This is an optimization exercise on Yosys and OpenROAD, whose aim is small area, a short achievable clock period and few clock cycles per item, not a production implementation. The RTL was checked by simulation tests, not by an equivalence proof against the original design. Power is estimated from default activity; no workload was simulated.

<file path="config.mk">
export PLATFORM = sky130hd
export DESIGN_NAME = securec_core
export DESIGN_NICKNAME = securec_core
export VERILOG_FILES = /design/flow/design.v
export SDC_FILE = /design/flow/constraint.sdc
export NUM_CORES = 4
export LEC_CHECK = 0
export CAP_MARGIN = 20
export CORE_MARGIN = 2
export CORE_UTILIZATION = 40
export SLEW_MARGIN = 20
</file>
<file path="constraint.sdc">
create_clock -name core_clock -period 38.0 [get_ports {clk}]
set_input_delay 7.6000 -clock core_clock [delete_from_list [all_inputs] [get_ports {clk}]]
set_output_delay 7.6000 -clock core_clock [all_outputs]
set_load 0.01 [all_outputs]
</file>
<file path="design.v">
module securec_core (
    input  wire       clk,
    input  wire       rst,       
    input  wire       we,        
    input  wire [4:0] addr,      
    input  wire [7:0] wdata,     
    output reg  [7:0] rdata,     
    output reg        trig       
);
    localparam [1:0] ST_FIN  = 2'd0;    
    localparam [1:0] ST_MZ   = 2'd1;    
    localparam [1:0] ST_SQR  = 2'd2;    
    localparam [1:0] ST_MUL  = 2'd3;    
    reg [1:0] st;
    reg       done;
    reg       err_mz;
    reg       err_ill;
    reg [7:0] res;        
    reg       tag_exp;    
    reg       one;        
    reg [7:0] ib0, ib1, ib2, ib3, ib4, ib5, ib6, ib7;
    function [7:0] modmul;
        input [7:0] a;
        input [7:0] b;
        input [7:0] n;
        reg [15:0] p;
        reg [9:0]  x;
        reg [10:0] t1, t2, t3;
        reg [9:0]  n3;
        integer    i;
        begin
            p  = a * b;
            n3 = {2'b00, n} + {1'b0, n, 1'b0};
            x  = {2'b00, p[15:8]};
            for (i = 3; i >= 0; i = i - 1) begin
                x  = {x[7:0], p[2*i+1], p[2*i]};
                t1 = {1'b0, x} - {3'b000, n};
                t2 = {1'b0, x} - {2'b00, n, 1'b0};
                t3 = {1'b0, x} - {1'b0, n3};
                if (!t3[10])      x = t3[9:0];
                else if (!t2[10]) x = t2[9:0];
                else if (!t1[10]) x = t1[9:0];
            end
            modmul = x[7:0];
        end
    endfunction
    wire       cmd_write = we && (addr == 5'h00) && !trig;
    wire [7:0] mul_a     = !trig ? 8'd1 : (st[0] ? res : ib0);
    wire [7:0] mm        = modmul(mul_a, ib0, ib2);
    wire [7:0] cmp_or = (ib0 ^ 8'h69) | (ib1 ^ 8'h6E) | (ib2 ^ 8'h66) | (ib3 ^ 8'h69) |
                        (ib4 ^ 8'h6E) | (ib5 ^ 8'h65) | (ib6 ^ 8'h6F) | (ib7 ^ 8'h6E);
    wire ib_write = we && !trig && (addr[4:3] == 2'b10);
    wire [7:0] e_shr = {1'b0, ib1[7:1]};
    always @(posedge clk) begin
        if (ib_write) begin
            case (addr[2:0])
                3'd0: ib0 <= wdata;
                3'd1: ib1 <= wdata;
                3'd2: ib2 <= wdata;
                3'd3: ib3 <= wdata;
                3'd4: ib4 <= wdata;
                3'd5: ib5 <= wdata;
                3'd6: ib6 <= wdata;
                default: ib7 <= wdata;
            endcase
        end else if (cmd_write && wdata == 8'h01) begin
            ib0 <= mm;
            ib1 <= e_shr;
        end else if (trig && st == ST_SQR) begin
            ib0 <= mm;
            if (!ib1[0] || one) ib1 <= e_shr;
        end else if (trig && st == ST_MUL) begin
            ib1 <= e_shr;
        end
    end
    always @(posedge clk) begin
        if (rst) begin
            trig    <= 1'b0;
            done    <= 1'b0;
            err_mz  <= 1'b0;
            err_ill <= 1'b0;
        end else if (!trig) begin
            if (cmd_write) begin
                done    <= 1'b0;
                err_mz  <= 1'b0;
                err_ill <= 1'b0;
                if (wdata[7:2] != 6'd0) begin
                    err_ill <= 1'b1;
                end else begin
                    trig    <= 1'b1;
                    tag_exp <= !wdata[1];
                    st      <= ST_FIN;
                    case (wdata[1:0])
                        2'b00: res <= 8'h3E;
                        2'b01: begin
                            if (ib2 == 8'd0)
                                st <= ST_MZ;
                            else if (e_shr != 8'd0)
                                st <= ST_SQR;
                            res <= ib1[0] ? mm : 8'd1;
                            one <= !ib1[0];
                        end
                        2'b10: res <= {7'd0, cmp_or == 8'd0};
                        default: res <= cmp_or;
                    endcase
                end
            end
        end else begin
            case (st)
                ST_FIN: begin
                    trig <= 1'b0;
                    done <= 1'b1;
                end
                ST_MZ: begin
                    trig   <= 1'b0;
                    err_mz <= 1'b1;
                end
                ST_SQR: begin
                    if (ib1[0]) begin
                        if (one) begin
                            res <= mm;
                            one <= 1'b0;
                            if (e_shr == 8'd0) begin
                                trig <= 1'b0;
                                done <= 1'b1;
                            end
                        end else begin
                            st <= ST_MUL;
                        end
                    end
                end
                default: begin
                    res <= mm;
                    if (e_shr == 8'd0) begin
                        trig <= 1'b0;
                        done <= 1'b1;
                    end else begin
                        st <= ST_SQR;
                    end
                end
            endcase
        end
    end
    always @(*) begin
        case (addr)
            5'h01:   rdata = {3'd0, err_ill, err_mz, err_ill | err_mz, done, trig};
            5'h02:   rdata = res;
            5'h03:   rdata = {6'b011100, tag_exp, 1'b0};
            default: rdata = 8'h00;
        endcase
    end
endmodule
</file>
<file path="flow/run.sh">
#!/bin/bash
# Standard layout, with plain buffers (not the delay buffer buffer_ports
# picks by default) on the input and output ports, and timing repair aimed
# below the clock period.
set -euo pipefail
bash standard.sh "BUFFER_PORTS_ARGS=-buffer_cell sky130_fd_sc_hd__buf_2" SETUP_SLACK_MARGIN=23 finish > standard.log 2>&1
</file>
<file path="standard.sh">
#!/bin/bash
# synth_recipe.tcl (not shown) runs the flow's synth.tcl, then flattens the netlist and writes it again
# the make line also repeats each setting of config.mk as NAME=value (left out here)
make -C /OpenROAD-flow-scripts/flow DESIGN_CONFIG=/design/flow/config.mk WORK_HOME=/design/flow/orfs CLKGATE_MAP_FILE= SYNTH_SCRIPT=/design/flow/synth_recipe.tcl "${@:-finish}"
</file>
==> metrics.csv <==
metric,value,unit
status,finished clean,
fillcell total,2620,
share of layout cells above drive strength 1,0.1294,
HP Class,reg -> reg,
first-pass GRT wire length,48590,um
synth-to-layout area growth,12.06,%
post-synthesis cell count,1244,
period utilization,0.4207,
P_leak,5.561,nW
final hold viol count,0,
Initial Util,0.4063,
clock slew at reported path FFs,0.07,ns
"Largest stage delay, worst path",0.44,ns
Iter 0 DRT Violations,776,
routed via count,9343,
WL final,30710,um
Synth Cell Area,10920,um^2
die height,169.2,um
DRC errors left,0,
Power per Cell Area,21.30,nW/um^2
Worst Path Buf+Inv,2,
vias in the first global route,9109,
skew final,0.009182,ns
CP required,30.40,ns
RSZ-0062 raised after global routing,yes,
H-tree depth,3,
dominant synthesized flop cell,edfxtp_1,
Die Area,28640,um^2
Post-DP Area,11410,um^2
Top Ports,25,
antenna-violating nets left,0,
CTS Sinks,80,
hold_buf cts,0,
Max Clock Freq,0.06255,GHz
GPL Wtd Cong,0.8986,
worst skew pair latency,0.33,ns
Max-Cap Viols,0,
total gr overflow,0,
fin area,12240,um^2
Ys Warns,1,
port bufs,24,
kind of critical path,in -> out,
vias per std cell,5.725,
Slew Limit Fails,0,
worst slew pin tran,1.000,ns
number of flops mapped to enable cells by yosys,76,
Root Buffer,clkbuf_16,
critical path arrival,8.39,ns
Synth cell types,91,
Mapped Avg Cell Area,8.779,um^2
min cycle time layout,15.99,ns
final net count,1500,
CTS tree,done,
initial antenna violation count,0,
HPWL reported at the end of detailed placement,23910,um
"FF+latch count, synth",80,
Slew HR,0.3285,
worst vdd ir,0.03736,mV
register area share after synthesis,0.2163,
Crit Path Max Fanout,7,
Total GRT Usage,0.2132,
cell family with most CP delay,simple AND/OR/NAND/NOR gates,
WL per Instance,18.82,um
Setup crit start kind,primary input,
cts bufs inserted,9,
# rows,60,
Die Width,169.2,um
Core ar.,26880,um^2
"slowest stage cell, crit path",or3_4,
largest net degree at the start of global routing,26,
final number of setup-violating endpoints,0,
TritonRoute pass-1 iters,5,
setup TNS,0,ns
nature of the critical path endpoint,output pin,
Async SR Flop Fraction,0,
CP Cell Sequence,buf_8 > or3_4 > nor3_4 > buf_2,
diodes inserted,0,
maximum clock insertion buffer count,2,
Synthesized Nets,1458,
-- tightest hold or removal path: cells and delay by family (launching register included) --
family	cells	cell delay, ns
flip-flops	1	0.34
AO/OA/AOI/OAI	1	0.13
AND/OR/NAND/NOR	1	0.05
-- placed cells by master, fill, tap and decap left out, types with 20 or more instances in the layout --
master / netlist / layout
nand3_1: 26 / 26
nor2_1: 86 / 75
xnor2_1: 38 / 36
a21oi_1: 87 / 79
nand2b_1: 23 / 23
o21ai_0: 59 / 52
xor2_1: 22 / 20
a21o_1: 39 / 39
edfxtp_1: 76 / 76
inv_1: 106 / 105
fa_1: 49 / 49
ha_1: 149 / 149
buf_4: 4 / 40
nand2_1: 98 / 96
and2_1: 54 / 53
nor2b_1: 22 / 20
-- kinds of logic (layout without fill, tap and decap cells) --
logic type	Yosys count	after routing	synth area share
flops	80	80	0.2163
mux	23	23	0.02211
buf+inv	139	186	0.05144
fa+ha+maj	198	198	0.2605
compound gates	345	345	0.2163
xor+xnor	61	61	0.04961
simple gates	398	398	0.1837
-- metal layers --
layer	share of wire	vias up	GRT usage
li1	-	4603	-
met1	0.46	4460	0.3002
met2	0.47	236	0.3583
met3	0.045	44	0.01772
met4	0.018	0	0.04608
met5	0	-	0
-- path summary, 6_finish.rpt --
check,cells past startpoint,from,slack (ns),to
worst max-delay path,4,addr[4],22.01,rdata[7]
worst min-delay path,2,err_mz$_SDFFE_PP0P_,0.56,err_mz$_SDFFE_PP0P_
worst max register to register,57,st[0]$_DFFE_PP_,23.62,res[6]$_DFFE_PP_
worst min register to register,2,err_mz$_SDFFE_PP0P_,0.56,err_mz$_SDFFE_PP0P_
-- repair_timing --
item / CTS / global route
endpoints found under the hold margin: 0 / 0
setup endpoints to repair: 24 / 24
pin swaps: 8 / 10
setup buffers: 10 / 19
gates resized for setup: 23 / 49
-- area by class of cell --
class / count / area [um^2] / area share
clock buffer: 9 / 225.2 / 0.01840
clock inverter: 7 / 78.83 / 0.006441
inverter: 108 / 409.1 / 0.03343
multi-input combinational: 1025 / 8303 / 0.6785
sequential: 80 / 2362 / 0.1930
tap: 341 / 426.7 / 0.03486
timing repair buffer: 62 / 432.9 / 0.03537
-- report_power, final --
part | leakage (nW) | total [mW] | internal, mW | switching (mW)
registers | 0.722 | 0.0989 | 0.0983 | 0.000621
clock network | 0.146 | 0.0875 | 0.0517 | 0.0358
logic | 4.69 | 0.0743 | 0.0296 | 0.0447
total | 5.56 | 0.261 | 0.180 | 0.0811
-- synth_stat cells, types with 4 or more instances --
library cell  number  area, um^2
o22ai_1            4       25.02
o31a_1             4       35.03
nor4_1            10       62.56
ha_1             149        1864
nand2_1           98       367.9
a31oi_1           11       68.82
mux2i_1           17       170.2
o21bai_1          12       90.09
a22oi_1           10       75.07
fa_1              49       980.9
or4_1              4       30.03
o211a_1            8       80.08
buf_4              4       30.03
or2_2              6       37.54
and3_1             6       37.54
o21ai_0           59       295.3
nor2b_1           22       137.6
a21boi_0           7       52.55
or3_1              9       56.30
nor2_1            86       322.8
o31ai_1            6       45.04
inv_1            106       397.9
mux2_2             5       56.30
a211oi_1           5       37.54
dfxtp_1            4       80.08
clkbuf_1          21       78.83
nand3_1           26       130.1
and2_1            54       337.8
a21oi_1           87       435.4
o211ai_1          16       120.1
o21a_1            18       135.1
edfxtp_1          76        2282
nand2b_1          23       143.9
nor3_1            21       105.1
nand4_1           15       93.84
xnor2_1           38       332.8
xor2_1            22       192.7
o21ai_1            5       25.02
a21o_1            39       292.8
-- through the flow --
step           total power [mW]  worst slack, ns    util  hold slack [ns]  cells
2_1_floorplan            0.1518            22.07       -           0.4733   1244
3_3_place_gp             0.1684            21.83  0.4245           0.5266   1587
3_5_place_dp             0.1688            21.81  0.4245           0.5410   1587
4_1_cts                  0.2570            22.02  0.4422           0.5529   1613
5_1_grt                  0.2710            21.96  0.4554           0.5781   1632
6_report                 0.2607            22.01  0.4554           0.5648   1632
-- sequential cells by signal, summed over array words and instances, names as in the netlist, 2 cells and up --
register and flops:
ib5 8, ib7 8, ib0 8, res 8
ib6 8, ib2 8, ib4 8, ib3 8
st 2, ib1 8
Testbench counts, summed over its fixed seeds: cycles 16,084, cmds 1,280.

## static timing again, ports no longer ideal
Ports are ideal in the flow. The routed layout listed here was re-timed in OpenROAD. Step 1 assumes that a clkbuf_16 drives the clock port and a buf_2 every other input. Step 2 moves the port delays by t, midway between the first and last clock arrival at a register: inputs arrive t later, outputs are due t later. That takes back most of the time a late clock gives input paths. Three values: ideal ports, drivers, drivers and shift; two values: the first two.
shift t [ns]: 0.361
setup WS [ns]: 22.013 / 21.975 / 21.975
worst register clock-pin slew, ns: 0.07 / 0.07
After both steps this run still meets setup and hold. The setup slack of this run moves by -0.038 ns with the drivers and by -0.038 ns with both steps.
